This is an optimization exercise on Yosys and OpenROAD, whose aim is small area, a short achievable clock period and few clock cycles, not a production implementation. In this exercise RTL edits were held to simulation tests only and were not proved equivalent to the original. No activity file was given, so power comes from the tool's default toggle rates.

==> run.sh <==
#!/bin/bash
# synth_recipe.tcl (not shown) runs the flow's synth.tcl, then flattens the netlist and writes it again
# the make line also repeats each setting of config.mk as NAME=value (left out here)
make -C /OpenROAD-flow-scripts/flow DESIGN_CONFIG=/design/flow/config.mk WORK_HOME=/design/flow/orfs CLKGATE_MAP_FILE= SYNTH_SCRIPT=/design/flow/synth_recipe.tcl finish
==> config.mk <==
export PLATFORM = sky130hd
export DESIGN_NAME = dict_compress
export DESIGN_NICKNAME = dict_compress
export VERILOG_FILES = /design/flow/design.v
export SDC_FILE = /design/flow/constraint.sdc
export NUM_CORES = 4
export LEC_CHECK = 0
export CAP_MARGIN = 20
export CORE_MARGIN = 2
export CORE_UTILIZATION = 40
export PLACE_DENSITY = 0.6
export SLEW_MARGIN = 20
==> constraint.sdc <==
create_clock -name core_clock -period 12.5 [get_ports {clk}]
set_input_delay 2.5000 -clock core_clock [delete_from_list [all_inputs] [get_ports {clk}]]
set_output_delay 2.5000 -clock core_clock [all_outputs]
set_load 0.01 [all_outputs]
==> design.v <==
module dict_compress (
    input  wire       clk,
    input  wire       rst,         
    input  wire       start,       
    output wire [1:0] status,      
    output wire [2:0] err,         
    input  wire       in_valid,
    input  wire       in_end,      
    input  wire [7:0] in_data,
    output wire       in_ready,
    output wire       out_valid,
    output wire [7:0] out_data,
    input  wire       out_ready
);
    localparam [1:0] ST_IDLE = 2'd0, ST_BUSY = 2'd1, ST_DONE = 2'd2, ST_ERROR = 2'd3;
    reg [1:0] status_r;
    reg       err_r;
    reg       in_ready_r;
    reg       out_valid_r;
    reg [7:0] out_data_r;
    assign status    = status_r;
    assign err       = {err_r, 2'b00};
    assign in_ready  = in_ready_r;
    assign out_valid = out_valid_r;
    assign out_data  = out_data_r;
    wire busy     = (status_r == ST_BUSY);
    wire go       = start && !busy;
    wire take_in  = in_valid && in_ready_r;
    wire take_out = out_valid_r && out_ready;
    integer i, w, mm, t, pos;
    reg [6:0] cnt_in;              
    reg       s1_valid;
    reg [7:0] s1_data;
    reg [7:0] dict [0:63];
    reg [5:0] code [0:63];
    reg [6:0] n;                   
    reg [6:0] len;                 
    reg [2:0] cw;                  
    reg [5:0] hit_idx;
    reg       hit;
    always @(*) begin
        hit_idx = 6'd0;
        hit     = 1'b0;
        for (i = 0; i < 64; i = i + 1)
            if (dict[i] == s1_data && i < n) begin
                hit_idx = hit_idx | i[5:0];
                hit     = 1'b1;
            end
    end
    wire       miss     = s1_valid && !hit;
    wire [5:0] code_new = hit ? hit_idx : n[5:0];
    wire cw_step = (n == 7'd2) || (n == 7'd4) || (n == 7'd8) ||
                   (n == 7'd16) || (n == 7'd32);
    always @(posedge clk) begin
        if (s1_valid) begin
            dict[n[5:0]]   <= s1_data;
            code[len[5:0]] <= code_new;
        end
    end
    wire [6:0] len_f = len + {6'd0, s1_valid};
    wire [2:0] cw_b  = cw + {2'd0, cw_step};
    wire [2:0] rem_a = 3'd3 + cw   * len_f[2:0];
    wire [2:0] rem_b = 3'd3 + cw_b * len_f[2:0];
    wire [6:0] n_b   = n + 7'd1;
    wire [7:0] hdr_a = {rem_a, 1'b0, n[6:3]};
    wire [7:0] hdr_b = {rem_b, 1'b0, n_b[6:3]};
    reg       ph_code;             
    reg [5:0] dj;                  
    reg [3:0] r;                   
    reg [2:0] m;                   
    reg [2:0] carry;               
    reg       is_last;             
    reg [5:0] p_r;                 
    reg [47:0] row;
    always @(*) begin
        for (i = 0; i < 8; i = i + 1)
            row[i*6 +: 6] = ((r < len[6:3]) || (r == len[6:3] && i < len[2:0]))
                            ? code[{r[2:0], i[2:0]}] : 6'd0;
    end
    reg [7:0] cbyte;
    always @(*) begin
        cbyte = 8'd0;
        for (w = 1; w <= 6; w = w + 1)
            for (mm = 0; mm < w; mm = mm + 1)
                if (cw == w && m == mm)
                    for (t = 0; t < 8; t = t + 1) begin
                        pos = 8 * mm + t;
                        cbyte[7 - t] = row[(pos / w) * 6 + (w - 1 - pos % w)];
                    end
    end
    wire [7:0] dbyte     = dict[dj];
    wire [5:0] m8p5      = {m, 3'b101};
    wire       last_code = (r > len[6:3]) || ((r == len[6:3]) && (m8p5 >= p_r));
    wire       row_end   = (m == cw - 3'd1);
    always @(posedge clk) begin
        p_r <= cw * len[2:0];
    end
    always @(posedge clk) begin
        s1_data <= in_data;
        if (rst) begin
            status_r    <= ST_IDLE;
            err_r       <= 1'b0;
            in_ready_r  <= 1'b0;
            out_valid_r <= 1'b0;
            s1_valid    <= 1'b0;
        end else begin
            s1_valid <= 1'b0;
            if (take_in) begin
                if (in_end) begin
                    in_ready_r  <= 1'b0;
                    out_valid_r <= 1'b1;
                    out_data_r  <= miss ? hdr_b : hdr_a;
                    carry       <= miss ? n_b[2:0] : n[2:0];
                    is_last     <= 1'b0;
                    ph_code     <= (n == 7'd0) && !miss;
                    dj          <= 6'd0;
                    r           <= 4'd0;
                    m           <= 3'd0;
                end else if (cnt_in[6]) begin
                    in_ready_r <= 1'b0;
                    err_r      <= 1'b1;
                    status_r   <= ST_ERROR;
                end else begin
                    s1_valid <= 1'b1;
                    cnt_in   <= cnt_in + 7'd1;
                end
            end
            if (s1_valid) begin
                len <= len + 7'd1;
                if (miss) begin
                    n  <= n + 7'd1;
                    cw <= cw_b;
                end
            end
            if (take_out) begin
                if (is_last) begin
                    out_valid_r <= 1'b0;
                    status_r    <= ST_DONE;
                end else if (!ph_code) begin
                    out_data_r <= {carry, dbyte[7:3]};
                    carry      <= dbyte[2:0];
                    if ({1'b0, dj} == n - 7'd1)
                        ph_code <= 1'b1;
                    dj <= dj + 6'd1;
                end else begin
                    out_data_r <= {carry, cbyte[7:3]};
                    carry      <= cbyte[2:0];
                    is_last    <= last_code;
                    if (row_end) begin
                        m <= 3'd0;
                        r <= r + 4'd1;
                    end else begin
                        m <= m + 3'd1;
                    end
                end
            end
            if (go) begin
                status_r   <= ST_BUSY;
                err_r      <= 1'b0;
                in_ready_r <= 1'b1;
                cnt_in     <= 7'd0;
                n          <= 7'd0;
                len        <= 7'd0;
                cw         <= 3'd1;
            end
        end
    end
endmodule
==> results of run 1 <==
==> cell families after synthesis <==
group / after synthesis
other: 1
and+or+nand+nor: 802
DFF: 974
xor gates and xnor gates: 556
AOI/OAI and AO/OA: 293
muxes: 318
buffers and inverters: 224
adders and majority gates: 41
==> through the flow <==
step           hold slack, ns  instance area (sq um)
2_1_floorplan           0.469                  48000
3_3_place_gp            0.484                  49800
3_5_place_dp            0.493                  49900
4_1_cts                 0.501                  53100
5_1_grt                 0.512                  53100
6_report                0.503                  53100
==> cell type report <==
class | count | share of cell area (%)
flip-flops and latches | 974 | 54.7
clock inverters | 57 | 0.941
diodes | 1 | 0.00471
multi-input cells | 2012 | 34.0
repair buffers | 81 | 1.30
inverters | 29 | 0.205
well taps | 1612 | 3.80
clock buffers | 129 | 5.12
==> routing by layer <==
| layer | GRT usage (%) | part of all wire, % | up-vias | wire, um |
|---|---|---|---|---|
| met2 | 35.6 | 46 | 1293 | 65800 |
| met5 | 0 | 0 | - | 0 |
| met4 | 9.36 | 4.5 | 0 | 6420 |
| met3 | 3.72 | 7.1 | 308 | 10100 |
| li1 | - | - | 12500 | - |
| met1 | 32.4 | 42 | 15000 | 60000 |
==> registers in the layout, indices dropped and copies added, names as in the netlist, named ones only <==
register / cells
dict: 512
code: 384
out_data_r: 8
s1_data: 8
cnt_in: 7
len: 7
n: 7
dj: 6
p_r: 5
r: 4
carry: 3
cw: 3
m: 3
status_r: 2
err_r: 1
in_ready_r: 1
is_last: 1
out_valid_r: 1
ph_code: 1
s1_valid: 1
==> worst max-delay path, stage by stage (launching register included) <==
cell                      delay (ns)
sky130_fd_sc_hd__dfxtp_4        0.56
sky130_fd_sc_hd__buf_4          0.57
sky130_fd_sc_hd__buf_4          0.77
sky130_fd_sc_hd__xor2_1         0.20
sky130_fd_sc_hd__nor4_1         0.07
sky130_fd_sc_hd__and3_1         0.21
sky130_fd_sc_hd__or4_1          0.52
sky130_fd_sc_hd__or3_4          0.44
sky130_fd_sc_hd__nor4_4         0.37
sky130_fd_sc_hd__nand4_4        0.39
sky130_fd_sc_hd__nor2_4         0.43
sky130_fd_sc_hd__nor2_1         0.09
sky130_fd_sc_hd__nor2_1         0.62
==> worst min-delay path by stage <==
| stage | end | slack (ns) | cells past startpoint |
|---|---|---|---|
| after detailed placement | err_r | 0.49 | 2 |
| after global placement | err_r | 0.48 | 2 |
| after floorplan | err_r | 0.47 | 2 |
| after global routing | err_r | 0.51 | 2 |
| after CTS | err_r | 0.50 | 2 |
| final | err_r | 0.50 | 2 |
==> layout by cell type (no fill, tap or decap), types with 52 or more instances in the layout <==
master,instances
sky130_fd_sc_hd__nor3_1,68
sky130_fd_sc_hd__nor2_1,272
sky130_fd_sc_hd__xor2_1,309
sky130_fd_sc_hd__buf_4,53
sky130_fd_sc_hd__nor4_1,67
sky130_fd_sc_hd__nand2_1,111
sky130_fd_sc_hd__o21ai_0,54
sky130_fd_sc_hd__clkbuf_16,104
sky130_fd_sc_hd__a21oi_1,52
sky130_fd_sc_hd__nand3_1,85
sky130_fd_sc_hd__xnor2_1,247
sky130_fd_sc_hd__edfxtp_1,946
sky130_fd_sc_hd__mux4_2,263
sky130_fd_sc_hd__nand4_1,77
==> power breakdown <==
part | leakage, nW | total, mW | internal (mW) | switching, mW
clock network | 1.58 | 2.97 | 1.70 | 1.28
registers | 8.78 | 3.71 | 3.64 | 0.0711
logic | 6.40 | 0.831 | 0.309 | 0.521
total | 16.8 | 7.52 | 5.65 | 1.87
==> parameters.txt, run 1 <==
Parameter                              Value

Yosys
  Fraction of synthesis flops using an asynchronous set or reset pin ... 0%
  Simple-gate area share of the yosys netlist ... 8.40%
  Cell types with the highest counts after synthesis ... 946 x sky130_fd_sc_hd__edfxtp_1, 309 x sky130_fd_sc_hd__xor2_1, 272 x sky130_fd_sc_hd__nor2_1
  Post-synthesis xor/xnor area fraction ... 10.1%
  Synth warnings ... 1
  Number of register bits inferred by synthesis ... 974
  Synth Area in Adders ... 1.10%
  Largest cells by area after synthesis ... sky130_fd_sc_hd__edfxtp_1 59%, sky130_fd_sc_hd__mux4_2 12%, sky130_fd_sc_hd__xor2_1 5.6%, sky130_fd_sc_hd__xnor2_1 4.5%, sky130_fd_sc_hd__nor2_1 2.1%
  Area fraction in compound gates after synthesis ... 4.22%
  Mux share of post-synthesis cell area ... 13.5%
  Mapped Cells ... 3209
  Average cell area after synthesis ... 15.0 sq um
  Synth Cell Area ... 48000 sq um
  Area share of the largest cell type after synthesis ... 59.2%
  Share of the yosys chip area belonging to registers ... 60.4%
  Number of flops mapped to enable cells by yosys ... 946
  Primary flip-flop cell chosen by synthesis mapping ... sky130_fd_sc_hd__edfxtp_1
  Count of different cell masters after synthesis ... 84
  Post-synthesis cell type with the largest combined area ... sky130_fd_sc_hd__edfxtp_1
  Cell with the most instances after synthesis ... sky130_fd_sc_hd__edfxtp_1
  Main combinational cell family by area after synthesis ... multiplexers

Placed design
  Port Buffers ... 26
  Cell count after placement ... 4708
  Final weighted congestion in routability-driven placement ... 0.978
  Dpl ws ... 6.78 ns
  Placed wire-length estimate after detailed placement ... 96000 um

Clocking
  Clock Root Buffer ... sky130_fd_sc_hd__clkbuf_16
  Clock latency at the later pin of the worst-skew pair ... 0.70 ns
  Clk pin slew, worst setup/hold paths ... 0.06 ns
  Largest buffer count on any clock path ... 3
  Number of buffers added by the clock tree synthesis step ... 101
  TritonCTS Sinks ... 974
  Quantity of hold-fixing buffers added after cts ... 0
  Clock tree from TritonCTS ... yes
  Number of setup buffers added after CTS ... 0
  CTS H-tree depth ... 3
  Post-CTS Resized ... 0

Critical path
  Worst reg-to-reg setup slack ... 6.73 ns
  Critical path arrival ... 6.10 ns
  Worst-path fanout max ... 60
  Endpoint of the worst setup timing path ... cw[2]
  Worst setup path startpoint ... s1_data[7]
  Worst setup SP type ... flip-flop
  Critical Path Sink Type ... flip-flop
  Critical path class ... flip-flop to flip-flop
  FF-to-FF End ... cw[2]
  Origin of the critical flop-to-flop path ... s1_data[7]
  Required time at the endpoint of the critical path ... 12.82 ns
  Worst Reg-to-Reg Cells ... 12

Power
  Worst-case vdd ir drop ... 0.109 mV
  Pwr per Cell Area ... 142 nW/um^2
  Total design power ... 7.52 mW
  Total leakage power ... 16.8 nW

Die
  Horizontal extent of the die ... 350 um
  Number of placed I/O pins ... 29
  Vertical die dimension ... 350 um
  Row cnt ... 127
  Initial standard-cell utilization of the core ... 40.2%
  Area of the core region ... 119000 sq um
  Area of the die ... 123000 sq um

Final layout
  Count of fill cells added during filler insertion ... 10600
  Combined area of the multi-input logic cells ... 18000 sq um
  Footprint of the flip-flops and latches ... 29000 sq um
  Syn-to-layout area delta ... 10.6%
  Core utilization of the finished layout ... 44.4%
  Fraction of layout instances using a drive strength above 1 ... 15.7%
  Number of nets in the layout ... 3254
  Count of placed standard cells in the final layout, fillers left out ... 4895

GRT
  Antenna violations before repair ... 3
  Overflow left after global routing ... 0
  Overall routing resource usage ... 23.0%
  Via count of the first global-routing pass ... 28700
  Maximum number of pins on one net before global-route repair ... 96
  First-pass GRT wire length ... 206000 um

Timing
  Worst slew slack as a fraction of its limit ... 28.0%
  Setup repair after global routing missed its margin ... no
  Count of final max-slew check failures ... 0
  Smallest setup slack after layout ... 6.73 ns
  Portion of the clock cycle consumed by the worst path in the final layout ... 46.2%
  Transition time at the pin with the least slew margin ... 1.08 ns
  Setup Skew ... 0.0381 ns
  Final hold violations ... 0
  Setup TNS ... 0 ns
  Clock period minus final worst setup slack ... 5.77 ns
  Final number of setup-violating endpoints ... 0
  Fmax ... 0.173 GHz

Route
  Via-to-Cell Ratio ... 5.93
  DRC violations left ... 0
  Number of nets with antenna violations after routing ... 0
  Routed length per placed instance ... 29.1 um
  Violation count after the first detailed-routing iteration ... 3567
  Detailed-route via count ... 29000
  Overall routed net length ... 142000 um
  Total iterations of the first detailed-routing run ... 5

Outcome
  Run status ... complete, no violations

Flow run
  # Max-Cap Violations ... 0

Min path
  Hold Path Class ... flip-flop to flip-flop
  Start point of the worst hold path ... err_r
Testbench counts, summed over its fixed seeds: cycles 14,320.
==> run 2: changes to the inputs <==
--- a/design.v
+++ b/design.v
@@ -32,7 +32,7 @@
     reg       s1_valid;
     reg [7:0] s1_data;
     reg [7:0] dict [0:63];
-    reg [5:0] code [0:63];
+    wire [5:0] code [0:63];        
     reg [6:0] n;                   
     reg [6:0] len;                 
     reg [2:0] cw;                  
@@ -52,11 +52,26 @@
     wire cw_step = (n == 7'd2) || (n == 7'd4) || (n == 7'd8) ||
                    (n == 7'd16) || (n == 7'd32);
     always @(posedge clk) begin
-        if (s1_valid) begin
-            dict[n[5:0]]   <= s1_data;
-            code[len[5:0]] <= code_new;
+        if (s1_valid)
+            dict[n[5:0]] <= s1_data;
+    end
+    assign code[0] = 6'd0;
+    genvar gk;
+    generate
+        for (gk = 1; gk < 64; gk = gk + 1) begin : g_code
+            localparam integer W = (gk < 2) ? 1 : (gk < 4) ? 2 : (gk < 8) ? 3 :
+                                  (gk < 16) ? 4 : (gk < 32) ? 5 : 6;
+            reg [W-1:0] c;
+            always @(posedge clk)
+                if (s1_valid && len[5:0] == gk)
+                    c <= code_new[W-1:0];
+            if (W < 6) begin : g_pad
+                assign code[gk] = {{(6-W){1'b0}}, c};
+            end else begin : g_full
+                assign code[gk] = c;
+            end
         end
-    end
+    endgenerate
     wire [6:0] len_f = len + {6'd0, s1_valid};
     wire [2:0] cw_b  = cw + {2'd0, cw_step};
     wire [2:0] rem_a = 3'd3 + cw   * len_f[2:0];
@@ -88,7 +103,12 @@
                         cbyte[7 - t] = row[(pos / w) * 6 + (w - 1 - pos % w)];
                     end
     end
-    wire [7:0] dbyte     = dict[dj];
+    reg [7:0] dbyte;
+    always @(*) begin
+        dbyte = 8'd0;
+        for (i = 0; i < 64; i = i + 1)
+            dbyte = dbyte | (dict[i] & {8{dj == i}});
+    end
     wire [5:0] m8p5      = {m, 3'b101};
     wire       last_code = (r > len[6:3]) || ((r == len[6:3]) && (m8p5 >= p_r));
     wire       row_end   = (m == cw - 3'd1);
==> flow/run.sh (new file) <==
#!/bin/bash
set -euo pipefail
bash standard.sh SETUP_SLACK_MARGIN=8.7 finish > standard_flow.log 2>&1
==> standard.sh (new file) <==
#!/bin/bash
# synth_recipe.tcl (not shown) runs the flow's synth.tcl, then flattens the netlist and writes it again
# the make line also repeats each setting of config.mk as NAME=value (left out here)
make -C /OpenROAD-flow-scripts/flow DESIGN_CONFIG=/design/flow/config.mk WORK_HOME=/design/flow/orfs CLKGATE_MAP_FILE= SYNTH_SCRIPT=/design/flow/synth_recipe.tcl "${@:-finish}"
removed: run.sh
==> parameters.txt, run 2 <==
Parameter                              Value

Yosys
  Synth Cell Area ... 44600 sq um (was 48000 sq um)
  Cell with the most instances after synthesis ... sky130_fd_sc_hd__edfxtp_1 (unchanged)
  Number of register bits inferred by synthesis ... 902 (was 974)
  Post-synthesis cell type with the largest combined area ... sky130_fd_sc_hd__edfxtp_1 (unchanged)
  Count of different cell masters after synthesis ... 88 (was 84)
  Fraction of synthesis flops using an asynchronous set or reset pin ... 0% (unchanged)
  Synth warnings ... 1 (unchanged)
  Mapped Cells ... 3578 (was 3209)
  Primary flip-flop cell chosen by synthesis mapping ... sky130_fd_sc_hd__edfxtp_1 (unchanged)
  Area share of the largest cell type after synthesis ... 59.4% (was 59.2%)
  Number of flops mapped to enable cells by yosys ... 883 (was 946)
  Average cell area after synthesis ... 12.5 sq um (was 15.0 sq um)
  Share of the yosys chip area belonging to registers ... 60.2% (was 60.4%)
  Cell types with the highest counts after synthesis ... 883 x sky130_fd_sc_hd__edfxtp_1, 397 x sky130_fd_sc_hd__xnor2_1, 332 x sky130_fd_sc_hd__nor2_1 (was 946 x sky130_fd_sc_hd__edfxtp_1, 309 x sky130_fd_sc_hd__xor2_1, 272 x sky130_fd_sc_hd__nor2_1)
  Largest cells by area after synthesis ... sky130_fd_sc_hd__edfxtp_1 59%, sky130_fd_sc_hd__xnor2_1 7.8%, sky130_fd_sc_hd__a22oi_1 3.9%, sky130_fd_sc_hd__xor2_1 3.0%, sky130_fd_sc_hd__nor2_1 2.8% (was sky130_fd_sc_hd__edfxtp_1 59%, sky130_fd_sc_hd__mux4_2 12%, sky130_fd_sc_hd__xor2_1 5.6%, sky130_fd_sc_hd__xnor2_1 4.5%, sky130_fd_sc_hd__nor2_1 2.1%)

Critical path
  Dominant delay contributor by cell family on the critical path ... simple AND/OR/NAND/NOR gates (unchanged)
  Stage delay of the slowest cell on the critical path ... 0.53 ns (was 0.77 ns)
  Required time at the endpoint of the critical path ... 12.96 ns (was 12.82 ns)
  Critical path arrival ... 4.79 ns (was 6.10 ns)
  CP Buf/Inv Count ... 3 (was 2)
  Worst Reg-to-Reg Cells ... 12 (unchanged)
  Max stage delay cell, worst path ... sky130_fd_sc_hd__nor4_4 (was sky130_fd_sc_hd__buf_4)
  Ordered cell list for the critical path ... buf_4 > buf_8 > nand3b_1 > nor2_1 > buf_4 > a22oi_1 > nand4_1 > nor4_4 > a31oi_1 > a31oi_1 > nor2_1 > or4_1 (was buf_4 > buf_4 > xor2_1 > nor4_1 > and3_1 > or4_1 > or3_4 > nor4_4 > nand4_4 > nor2_4 > nor2_1 > nor2_1)
  Cell count along the critical path ... 12 (unchanged)
  Critical path class ... flip-flop to flip-flop (unchanged)
  Worst-path fanout max ... 21 (was 60)
  Critical Path Sink Type ... flip-flop (unchanged)
  Worst setup SP type ... flip-flop (unchanged)

Min path
  Hold Path Stages ... 2 (unchanged)
  Hold Path Class ... flip-flop to flip-flop (unchanged)

Clocking
  TritonCTS Sinks ... 902 (was 974)
  Clock tree from TritonCTS ... yes (unchanged)
  CTS H-tree depth ... 3 (unchanged)
  Clock latency at the later pin of the worst-skew pair ... 0.73 ns (was 0.70 ns)
  Largest buffer count on any clock path ... 3 (unchanged)
  Clk pin slew, worst setup/hold paths ... 0.06 ns (about the same)
  Quantity of hold-fixing buffers added after cts ... 0 (unchanged)
  Clock Root Buffer ... sky130_fd_sc_hd__clkbuf_16 (unchanged)
  Number of buffers added by the clock tree synthesis step ... 97 (was 101)

Power
  Combinational cell fraction of total power ... 13.6% (was 11.0%)
  Worst-case vdd ir drop ... 0.0968 mV (was 0.109 mV)
  Switching component of the power ... 1.98 mW (was 1.87 mW)
  Portion of total power attributed to sequential cells ... 47.4% (was 49.4%)
  Total leakage power ... 17.6 nW (was 16.8 nW)
  Switching Fraction ... 27.7% (was 24.9%)
  Part of the power in the clock network ... 39.0% (was 39.6%)
  Pint ... 5.18 mW (was 5.65 mW)
  Pwr per Cell Area ... 133 nW/um^2 (was 142 nW/um^2)

Die
  Area of the die ... 114000 sq um (was 123000 sq um)
  Number of placed I/O pins ... 29 (unchanged)
  Horizontal extent of the die ... 338 um (was 350 um)
  Row cnt ... 122 (was 127)
  Vertical die dimension ... 338 um (was 350 um)
  Area of the core region ... 111000 sq um (was 119000 sq um)
  Initial standard-cell utilization of the core ... 40.3% (was 40.2%)

Timing
  Count of final max-slew check failures ... 0 (unchanged)
  Portion of the clock cycle consumed by the worst path in the final layout ... 34.7% (was 46.2%)
  Setup Skew ... 0.0380 ns (was 0.0381 ns)
  Setup TNS ... 0 ns (unchanged)
  Worst slew slack as a fraction of its limit ... 16.7% (was 28.0%)
  Final number of setup-violating endpoints ... 0 (unchanged)
  Transition time at the pin with the least slew margin ... 1.25 ns (was 1.08 ns)
  Setup repair after global routing missed its margin ... yes (was no)
  Clock period minus final worst setup slack ... 4.33 ns (was 5.77 ns)
  Fmax ... 0.231 GHz (was 0.173 GHz)
  Final hold violations ... 0 (unchanged)

Final layout
  Fin area ... 54000 sq um (was 53100 sq um)
  Leading cell types in the layout, fill and taps excluded ... 883 x sky130_fd_sc_hd__edfxtp_1, 394 x sky130_fd_sc_hd__xnor2_1, 307 x sky130_fd_sc_hd__nor2_1 (was 946 x sky130_fd_sc_hd__edfxtp_1, 309 x sky130_fd_sc_hd__xor2_1, 272 x sky130_fd_sc_hd__nor2_1)
  Flip-flop count of the largest register, all copies and words added ... 512 (unchanged)
  Syn-to-layout area delta ... 21.0% (was 10.6%)
  Fraction of layout instances using a drive strength above 1 ... 19.2% (was 15.7%)
  Commonest non-fill, non-tap cell in the layout ... sky130_fd_sc_hd__edfxtp_1 (unchanged)
  Number of nets in the layout ... 3888 (was 3254)

GRT
  Maximum number of pins on one net before global-route repair ... 64 (was 96)
  Overflow left after global routing ... 0 (unchanged)
  Antenna violations before repair ... 25 (was 3)
  Via count of the first global-routing pass ... 34000 (was 28700)
  Overall routing resource usage ... 41.1% (was 23.0%)
  First-pass GRT wire length ... 313000 um (was 206000 um)

Route
  DRC violations left ... 0 (unchanged)
  Via-to-Cell Ratio ... 6.88 (was 5.93)
  Total iterations of the first detailed-routing run ... 6 (was 5)
  Routed length per placed instance ... 44.2 um (was 29.1 um)
  Number of nets with antenna violations after routing ... 0 (unchanged)
  Detailed-route via count ... 37200 (was 29000)
  Overall routed net length ... 239000 um (was 142000 um)
  Violation count after the first detailed-routing iteration ... 7099 (was 3567)

Outcome
  Run status ... complete, no violations (unchanged)

Placed design
  Total placed instance area ... 47100 sq um (was 49900 sq um)
  Placed wire-length estimate after detailed placement ... 161000 um (was 96000 um)
  Port Buffers ... 26 (unchanged)
  Final weighted congestion in routability-driven placement ... 1.09 (was 0.978)

Flow run
  # Max-Cap Violations ... 0 (unchanged)
[run 2: cell types whose count changed after synthesis, moves of 54 or more]
| cell | previous run | this run |
|---|---|---|
| sky130_fd_sc_hd__nor2_1 | 272 | 332 |
| sky130_fd_sc_hd__xor2_1 | 309 | 152 |
| sky130_fd_sc_hd__a22oi_1 | 6 | 230 |
| sky130_fd_sc_hd__xnor2_1 | 247 | 397 |
| sky130_fd_sc_hd__nand2_1 | 111 | 198 |
| sky130_fd_sc_hd__a222oi_1 | 1 | 55 |
| sky130_fd_sc_hd__edfxtp_1 | 946 | 883 |
| sky130_fd_sc_hd__mux4_2 | 263 | 0 |
[run 2: final cells by class]
cell class | instances | area, sq um
fillers | 9774 | 56600
clock buffers | 120 | 2520
diodes | 11 | 27.5
repair buffers | 340 | 3890
clock inverters | 58 | 462
flip-flops and latches | 902 | 26900
multi-input cells | 2444 | 18200
inverters | 36 | 149
repair inverters | 1 | 7.51
well taps | 1488 | 1860
[run 2: path summary, 6_finish.rpt]
kind	start	slack (ns)	endpoint
max reg2reg	dj[5]	8.17	carry[2]
min reg2reg	err_r	0.50	err_r
max	dj[5]	8.17	carry[2]
min	err_r	0.50	err_r
[run 2: metal layers]
| metal | global-route usage [%] | vias to the layer above | share of wire, % |
|---|---|---|---|
| met5 | 0 | - | 0.023 |
| met4 | 15.3 | 10 | 4.6 |
| met1 | 57.9 | 18900 | 40 |
| li1 | - | 14300 | - |
| met2 | 54.8 | 3359 | 39 |
| met3 | 18.5 | 567 | 16 |
[run 2: tightest hold or removal path: cells and delay by family (launching register included)]
| kind | cells | cell delay (ns) |
|---|---|---|
| flip-flops | 1 | 0.31 |
| AND/OR/NAND/NOR | 2 | 0.15 |
[run 2: power groups by stage]
stage / registers, mW / logic, mW / clock network (mW)
floorplan: 3.47 / 0.388 / 0
global placement: 3.49 / 0.701 / 0
detailed placement: 3.49 / 0.698 / 0
CTS: 3.40 / 0.890 / 2.79
global route: 3.40 / 0.982 / 2.90
finish: 3.40 / 0.973 / 2.79
[run 2: metrics by stage]
step                instances  util, %  hold WS [ns]  setup slack [ns]  power [mW]
floorplan                3579        -         0.469              8.34        3.85
global placement         5035     42.5         0.478              6.82        4.19
detailed placement       5036     42.6         0.486              6.65        4.18
CTS                      5358     48.1         0.499              8.55        7.08
global route             5390     48.8         0.507              8.32        7.28
finish                   5400     48.8         0.499              8.17        7.16
[run 2: timing repair]
item	CTS	global route
setup buffers	127	28
cloned	17	2
setup endpoints to repair	408	353
resized for setup	364	99
pin swaps	61	57
[run 2: logic make-up after synthesis]
| logic type | share of synthesized area, % |
|---|---|
| simple gates | 12.2 |
| flops | 60.2 |
| compound gates | 12.0 |
| xor+xnor | 10.8 |
| buf+inv | 2.52 |
| fa+ha+maj | 1.49 |
| mux | 0.807 |
| other cells | 0.00840 |
Testbench counts of run 2, summed over its fixed seeds: cycles 14,320.

[separate check: timing with driven ports]
In the flow no input, the clock included, has a driving cell. The finished layouts below were timed again as built, in two steps. Step 1 sets driving cells, clkbuf_16 on the clock port and buf_2 on the other inputs (assumed; they add their load-dependent delay and slew). Step 2 times the ports against the registers' clock, not the clock port: input delays grow and output delays shrink by t, the midpoint of the rising clock arrivals with the driver on. a / b / c = ideal / step 1 / step 2; a / b = the first two.
| run | t, ns | slack for setup (ns) | clock arrival spread, ns |
|---|---|---|---|
| run 1 | 0.760 | 6.727 / 6.727 / 6.727 | 0.038 / 0.038 |
| run 2 | 0.783 | 8.168 / 8.168 / 7.949 | 0.038 / 0.038 |
After both steps every run listed still meets setup and hold. The setup slack of run 2, which loses most, moves by 0.000 ns with the drivers and by -0.219 ns with both steps.
